This design comes from an exercise in tuning for small area on the open sky130 flow, not from production work. In this exercise RTL edits were held to simulation tests only and were not proved equivalent to the original. No activity file was given, so power comes from the tool's default toggle rates.

== north ==
Design ava_core, start of the top module:
module ava_core (
    input  wire        clk,
    input  wire        rst,           
    input  wire [15:0] prog_len,      
    output wire [15:0] prog_addr,     
    input  wire [7:0]  prog_data,     
    output wire [31:0] stk_w_data,
    output wire        stk_w_valid,
    input  wire        stk_w_ready,
    input  wire [31:0] stk_r_data,
    input  wire        stk_r_valid,
    output wire        stk_r_ready,
    output wire [7:0]  out_data,
    output wire        out_valid,
    input  wire        out_ready,
    output wire        halt,
    output wire        fault,
    output wire [2:0]  cause,
    output wire        push_lost,
    output wire        out_lost
);
    localparam [3:0] S_INIT = 4'b0000;
    localparam [3:0] S_DEC  = 4'b0001;
    localparam [3:0] S_PI1  = 4'b0010;
    localparam [3:0] S_PV1  = 4'b0011;
    localparam [3:0] S_PV2  = 4'b0100;
    localparam [3:0] S_LET  = 4'b0101;    
    localparam [3:0] S_A2   = 4'b0110;
    localparam [3:0] S_DONE = 4'b0111;
    localparam [3:0] S_LETS = 4'b1000;    
    localparam [3:0] S_PR   = 4'b1001;
    localparam [3:0] S_A1   = 4'b1010;
    localparam [3:0] S_A3   = 4'b1011;
    localparam [3:0] S_PI2  = 4'b1100;
    localparam [3:0] S_PV3  = 4'b1101;
    localparam [3:0] S_A4   = 4'b1110;
    localparam [2:0] C_END     = 3'd1;
  ...
Size in the first run: about 1000 cells after synthesis, roughly 130 I/O pins.
Settings: LEC_CHECK=0, CAP_MARGIN=20, CORE_MARGIN=2, CORE_UTILIZATION=70, CTS_CLUSTER_DIAMETER=100, CTS_CLUSTER_SIZE=30, SLEW_MARGIN=20, BUFFER_PORTS_ARGS=-buffer_cell sky130_fd_sc_hd__buf_1; clock period 12.0 ns.
standard.sh (not shown) runs the stock make flow with config.mk's settings and CLKGATE_MAP_FILE= SYNTH_SCRIPT=/design/flow/synth_recipe.tcl, a recipe that flattens the netlist after the stock synthesis.
==> flow/flow/run.sh <==
#!/bin/bash
# Layout flow: the standard ORFS flow with three changes.
#  1. Port buffers use the smallest buffer cell (buffer_ports -buffer_cell).
#  2. After the standard synthesis, flow/invopt.py removes inverters between
#     full adders by using some adders in complemented form (a full adder is
#     self-dual).
#  3. flow/resyn.sh then maps the remaining combinational logic again with an
#     area-oriented ABC script (flow/area.abc).
# Registers, their names and cell types are those of the standard synthesis.
# Each tool's output goes to a log file in this folder.
set -euo pipefail
echo 'export BUFFER_PORTS_ARGS = -buffer_cell sky130_fd_sc_hd__buf_1' >> config.mk
bash standard.sh synth > synth.log 2>&1
R=orfs/results/sky130hd/ava_core/base
cp $R/1_2_yosys.v $R/1_2_yosys_standard.v
python3 flow/invopt.py $R/1_2_yosys_standard.v $R/1_2_yosys_invopt.v > invopt.log 2>&1
bash flow/resyn.sh $R/1_2_yosys_invopt.v $R/1_2_yosys.v
rm -f $R/1_synth.odb $R/1_synth.sdc
bash standard.sh > standard.log 2>&1
==> flow/flow/resyn.sh <==
#!/bin/bash
# Re-map the combinational logic of a synthesized netlist for area.
# Registers, full adders and tie cells are kept as they are (as
# black boxes); every other cell is expanded to its liberty function and
# ABC maps that logic again with flow/area.abc.
# usage: resyn.sh in.v out.v
set -euo pipefail
LIB=$FLOW_HOME/platforms/sky130hd/lib/sky130_fd_sc_hd__tt_025C_1v80.lib
DU=$(grep -o "sky130_fd_sc_hd__\(probe\|lpflow\)[a-z0-9_]*" $FLOW_HOME/platforms/sky130hd/config.mk | sort -u | sed 's/^/-dont_use /' | tr '\n' ' ')
KEEP=$(grep -oE "sky130_fd_sc_hd__[a-z0-9_]+" $1 | sort -u | grep -E "__(e?df|sdf|dl|fa_|conb)" | tr '\n' ' ')
cat > resyn.ys <<EOF
read_liberty -ignore_miss_func $LIB
read_verilog $1
hierarchy -top $FLOW_TOP
blackbox $KEEP
flatten
opt_clean
abc -script $PWD/flow/area.abc -liberty $LIB $DU -dont_use sky130_fd_sc_hd__a222oi_1
opt_clean -purge
hilomap -singleton -hicell sky130_fd_sc_hd__conb_1 HI -locell sky130_fd_sc_hd__conb_1 LO
insbuf -buf sky130_fd_sc_hd__buf_4 A X
splitnets
opt_clean -purge
rename -hide w:*\$func\$*
stat -liberty $LIB
write_verilog -noattr -nohex -nodec $2
EOF
yosys -s resyn.ys > resyn.log 2>&1
if grep -q "assign" $2; then echo "resyn: unmapped logic left" >&2; exit 1; fi
Other scripts of this flow, unchanged in this note and not shown: flow/flow/area.abc, flow/flow/invopt.py
The following lists how south was set up differently from north:
Settings: CORE_UTILIZATION changed from 70 to 75.
diff --git a/flow/flow/resyn.sh b/flow/flow/resyn.sh
--- a/flow/flow/resyn.sh
+++ b/flow/flow/resyn.sh
@@ -5 +5,2 @@
-# ABC maps that logic again with flow/area.abc.
+# ABC maps that logic again with flow/area.abc.  The a222oi cell is left
+# out: its pins are hard to reach and leave routing violations.
@@ -16,0 +18 @@
+rename -hide w:*.*
==> results.txt <==
south and north all finish clean.
Routed wire in south totals more than in north.
Die extent in y: lower on south
Between south and north, via count is lower for north, south comes in above that.
Of south and north, it is south that has the lower maximum frequency.
The lower worst slew margin relative to its limit of south and north is in north.
Going from north to south, total power rose by 0.66%, non-clock buffer total of the final layout saw a decrease.

* * *

Setup of old:
Another version of the RTL of ava_core (not shown whole).
For scale: roughly 1,200 cells after synthesis, roughly 130 I/O pins.
clock: 12.0 ns
lec_check: 0
cap_margin: 0
core_margin: 2
core_utilization: 75
cts_cluster_diameter: 100
cts_cluster_size: 30
gpl_timing_driven: 0
slew_margin: 0
buffer_ports_args: -buffer_cell sky130_fd_sc_hd__buf_1
==> flow/flow/run.sh <==
#!/bin/bash
# Layout flow: the standard ORFS flow with two changes.
#  1. Port buffers use the smallest buffer cell (buffer_ports -buffer_cell).
#  2. After the standard synthesis, flow/invopt.py removes inverters between
#     full adders by using some adders in complemented form (a full adder is
#     self-dual).  Registers and their names are untouched.
# Each tool's output goes to a log file in this folder.
set -euo pipefail
echo 'export BUFFER_PORTS_ARGS = -buffer_cell sky130_fd_sc_hd__buf_1' >> config.mk
bash standard.sh synth > synth.log 2>&1
R=orfs/results/sky130hd/ava_core/base
cp $R/1_2_yosys.v $R/1_2_yosys_standard.v
python3 flow/invopt.py $R/1_2_yosys_standard.v $R/1_2_yosys.v > invopt.log 2>&1
rm -f $R/1_synth.odb $R/1_synth.sdc
bash standard.sh > standard.log 2>&1
Other scripts of this flow, unchanged in this note and not shown: flow/flow/invopt.py
old closes out successfully: all stages finished, all timing, DRC and antenna checks passed.
[inputs] new vs old
# old
export LEC_CHECK = 0
export CAP_MARGIN = 0
export CORE_MARGIN = 2
export CORE_UTILIZATION = 75
export CTS_CLUSTER_DIAMETER = 100
export CTS_CLUSTER_SIZE = 30
export GPL_TIMING_DRIVEN = 0
export SLEW_MARGIN = 0
export BUFFER_PORTS_ARGS = -buffer_cell sky130_fd_sc_hd__buf_1
create_clock -name core_clock -period 12.0 [get_ports {clk}]
# new
export LEC_CHECK = 0
export CAP_MARGIN = 20
export CORE_MARGIN = 2
export CORE_UTILIZATION = 75
export CTS_CLUSTER_DIAMETER = 100
export CTS_CLUSTER_SIZE = 30
export SLEW_MARGIN = 20
export BUFFER_PORTS_ARGS = -buffer_cell sky130_fd_sc_hd__buf_1
create_clock -name core_clock -period 12.0 [get_ports {clk}]
Results
The flow did not stop early for new: all stages ran, and the layout cleared the timing, DRC and antenna checks.
new against old; routed wire length is down by a little under 10%.
In the tables for new and old, final setup slack of the worst path reads higher with new.
Diff old -> new: iteration-0 DRC count of the detailed router shows a reduction of about 25%; final antenna diode count lower.
Beginning of the critical path = stk_r_data[0]: old; beginning of the critical path = stk_r_data[1]: new
new vs old, final worst clock skew went down by 0.013 ns.
Compared with old, new shows cell area after layout that has gone down slightly.

* * *

== the reference run ==
ava_core, a different RTL version from the one above (not shown whole).
Size: ~990 cells after synthesis, about 11,000 um2 of cells after synthesis.
export LEC_CHECK = 0
export CAP_MARGIN = 20
export CORE_MARGIN = 2
export CORE_UTILIZATION = 75
export CTS_CLUSTER_DIAMETER = 100
export CTS_CLUSTER_SIZE = 30
export SLEW_MARGIN = 20
export BUFFER_PORTS_ARGS = -buffer_cell sky130_fd_sc_hd__buf_1
export CTS_ARGS = -sink_clustering_enable -repair_clock_nets -sink_clustering_size 30 -sink_clustering_max_diameter 100 -dont_use_dummy_load
create_clock -name core_clock -period 12.0 [get_ports {clk}]
==> flow/flow/run.sh <==
#!/bin/bash
# Layout flow: the standard ORFS flow with three changes.
#  1. Port buffers use the smallest buffer cell (buffer_ports -buffer_cell).
#  2. After the standard synthesis, flow/invopt.py removes inverters between
#     full adders by using some adders in complemented form (a full adder is
#     self-dual).
#  3. flow/resyn.sh then maps the remaining combinational logic again with an
#     area-oriented ABC script (flow/area.abc).
# Registers, their names and cell types are those of the standard synthesis.
# Each tool's output goes to a log file in this folder.
set -euo pipefail
echo 'export BUFFER_PORTS_ARGS = -buffer_cell sky130_fd_sc_hd__buf_1' >> config.mk
echo 'export CTS_ARGS = -sink_clustering_enable -repair_clock_nets -sink_clustering_size 30 -sink_clustering_max_diameter 100 -dont_use_dummy_load' >> config.mk
bash standard.sh synth > synth.log 2>&1
R=orfs/results/sky130hd/ava_core/base
cp $R/1_2_yosys.v $R/1_2_yosys_standard.v
python3 flow/invopt.py $R/1_2_yosys_standard.v $R/1_2_yosys_invopt.v > invopt.log 2>&1
bash flow/resyn.sh $R/1_2_yosys_invopt.v $R/1_2_yosys.v
rm -f $R/1_synth.odb $R/1_synth.sdc
bash standard.sh > standard.log 2>&1
Other scripts of this flow, unchanged in this note and not shown: flow/flow/area.abc, flow/flow/invopt.py, flow/flow/resyn.sh
The reference run finished every step from synthesis to the final layout, and the layout passed the timing, DRC and antenna checks.
What the trial run does differently from the reference run at the input level:
# the reference run
export LEC_CHECK = 0
export CAP_MARGIN = 20
export CORE_MARGIN = 2
export CORE_UTILIZATION = 75
export CTS_CLUSTER_DIAMETER = 100
export CTS_CLUSTER_SIZE = 30
export SLEW_MARGIN = 20
export BUFFER_PORTS_ARGS = -buffer_cell sky130_fd_sc_hd__buf_1
export CTS_ARGS = -sink_clustering_enable -repair_clock_nets -sink_clustering_size 30 -sink_clustering_max_diameter 100 -dont_use_dummy_load
create_clock -name core_clock -period 12.0 [get_ports {clk}]
# the trial run
export LEC_CHECK = 0
export CAP_MARGIN = 20
export CORE_MARGIN = 2
export CORE_UTILIZATION = 75
export CTS_CLUSTER_DIAMETER = 100
export CTS_CLUSTER_SIZE = 30
export SLEW_MARGIN = 20
export BUFFER_PORTS_ARGS = -buffer_cell sky130_fd_sc_hd__buf_1
export RECOVER_POWER = 100
export CTS_ARGS = -sink_clustering_enable -repair_clock_nets -sink_clustering_size 30 -sink_clustering_max_diameter 100 -dont_use_dummy_load
create_clock -name core_clock -period 12.0 [get_ports {clk}]
--- a/flow/flow/run.sh
+++ b/flow/flow/run.sh
@@ -11,4 +11,5 @@
 set -euo pipefail
 echo 'export BUFFER_PORTS_ARGS = -buffer_cell sky130_fd_sc_hd__buf_1' >> config.mk
+echo 'export RECOVER_POWER = 100' >> config.mk
 echo 'export CTS_ARGS = -sink_clustering_enable -repair_clock_nets -sink_clustering_size 30 -sink_clustering_max_diameter 100 -dont_use_dummy_load' >> config.mk
 bash standard.sh synth > synth.log 2>&1
### Flow results
Although the trial run finished all stages, its layout failed final checks on max-capacitance violations, max-slew violations.
Comparing global-route usage for the trial run and the reference run, the bigger number came from the reference run.
The trial run vs the reference run — shortest clock period the worst path allows after layout rose 0.19 ns.
The reference run → the trial run: core region area roughly the same; minimum setup slack after placement rose 0.23 ns; final standard cell area without fillers decreased by 51 um2 relative to the old numbers.
Against the reference run, the trial run reports a worst hold slack that is higher.
Synthesis-to-finish area growth was higher in the run labelled the reference run.
Wire: the trial run routes less than the reference run
The reference run has higher worst setup slack than the trial run.
The total power on the reference run is in line with that on the trial run.

port drivers added, routing unchanged:
The flow's constraints put no driver on any port. The routed layouts listed below were extracted and timed again, unchanged, in two steps. Step 1: set_driving_cell puts a clkbuf_16 on clk and a buf_2 on each other input, an assumption about the parent block. Step 2 times the ports against the registers' clock, not the clock port: input delays grow and output delays shrink by t, the midpoint of the rising clock arrivals with the driver on. Slacks: no drivers / after step 1 / after step 2; pairs: no drivers / after step 1.
| run | shift t [ns] | setup slack, ns | worst hold slack (ns) | worst slew at a driven data input, ns |
|---|---|---|---|---|
| north | 0.503 | 0.823 / 0.790 / 0.790 | 0.475 / 0.475 / 0.475 | 0.05 |
| south | 0.510 | 0.736 / 0.712 / 0.712 | 0.465 / 0.465 / 0.465 | 0.07 |
| old | 0.528 | 0.471 / 0.446 / 0.446 | 0.517 / 0.517 / 0.517 | 0.07 |
| new | 0.522 | 1.402 / 1.374 / 1.374 | 0.503 / 0.503 / 0.503 | 0.08 |
| the reference run | 0.502 | 1.356 / 1.318 / 1.318 | 0.462 / 0.462 / 0.462 | 0.05 |
| the trial run | 0.497 | 1.170 / 1.129 / 1.226 | 0.469 / 0.469 / 0.469 | 0.07 |
For the reference run, which loses most, drivers alone change the setup slack by -0.038 ns; drivers and shift together by -0.038 ns.
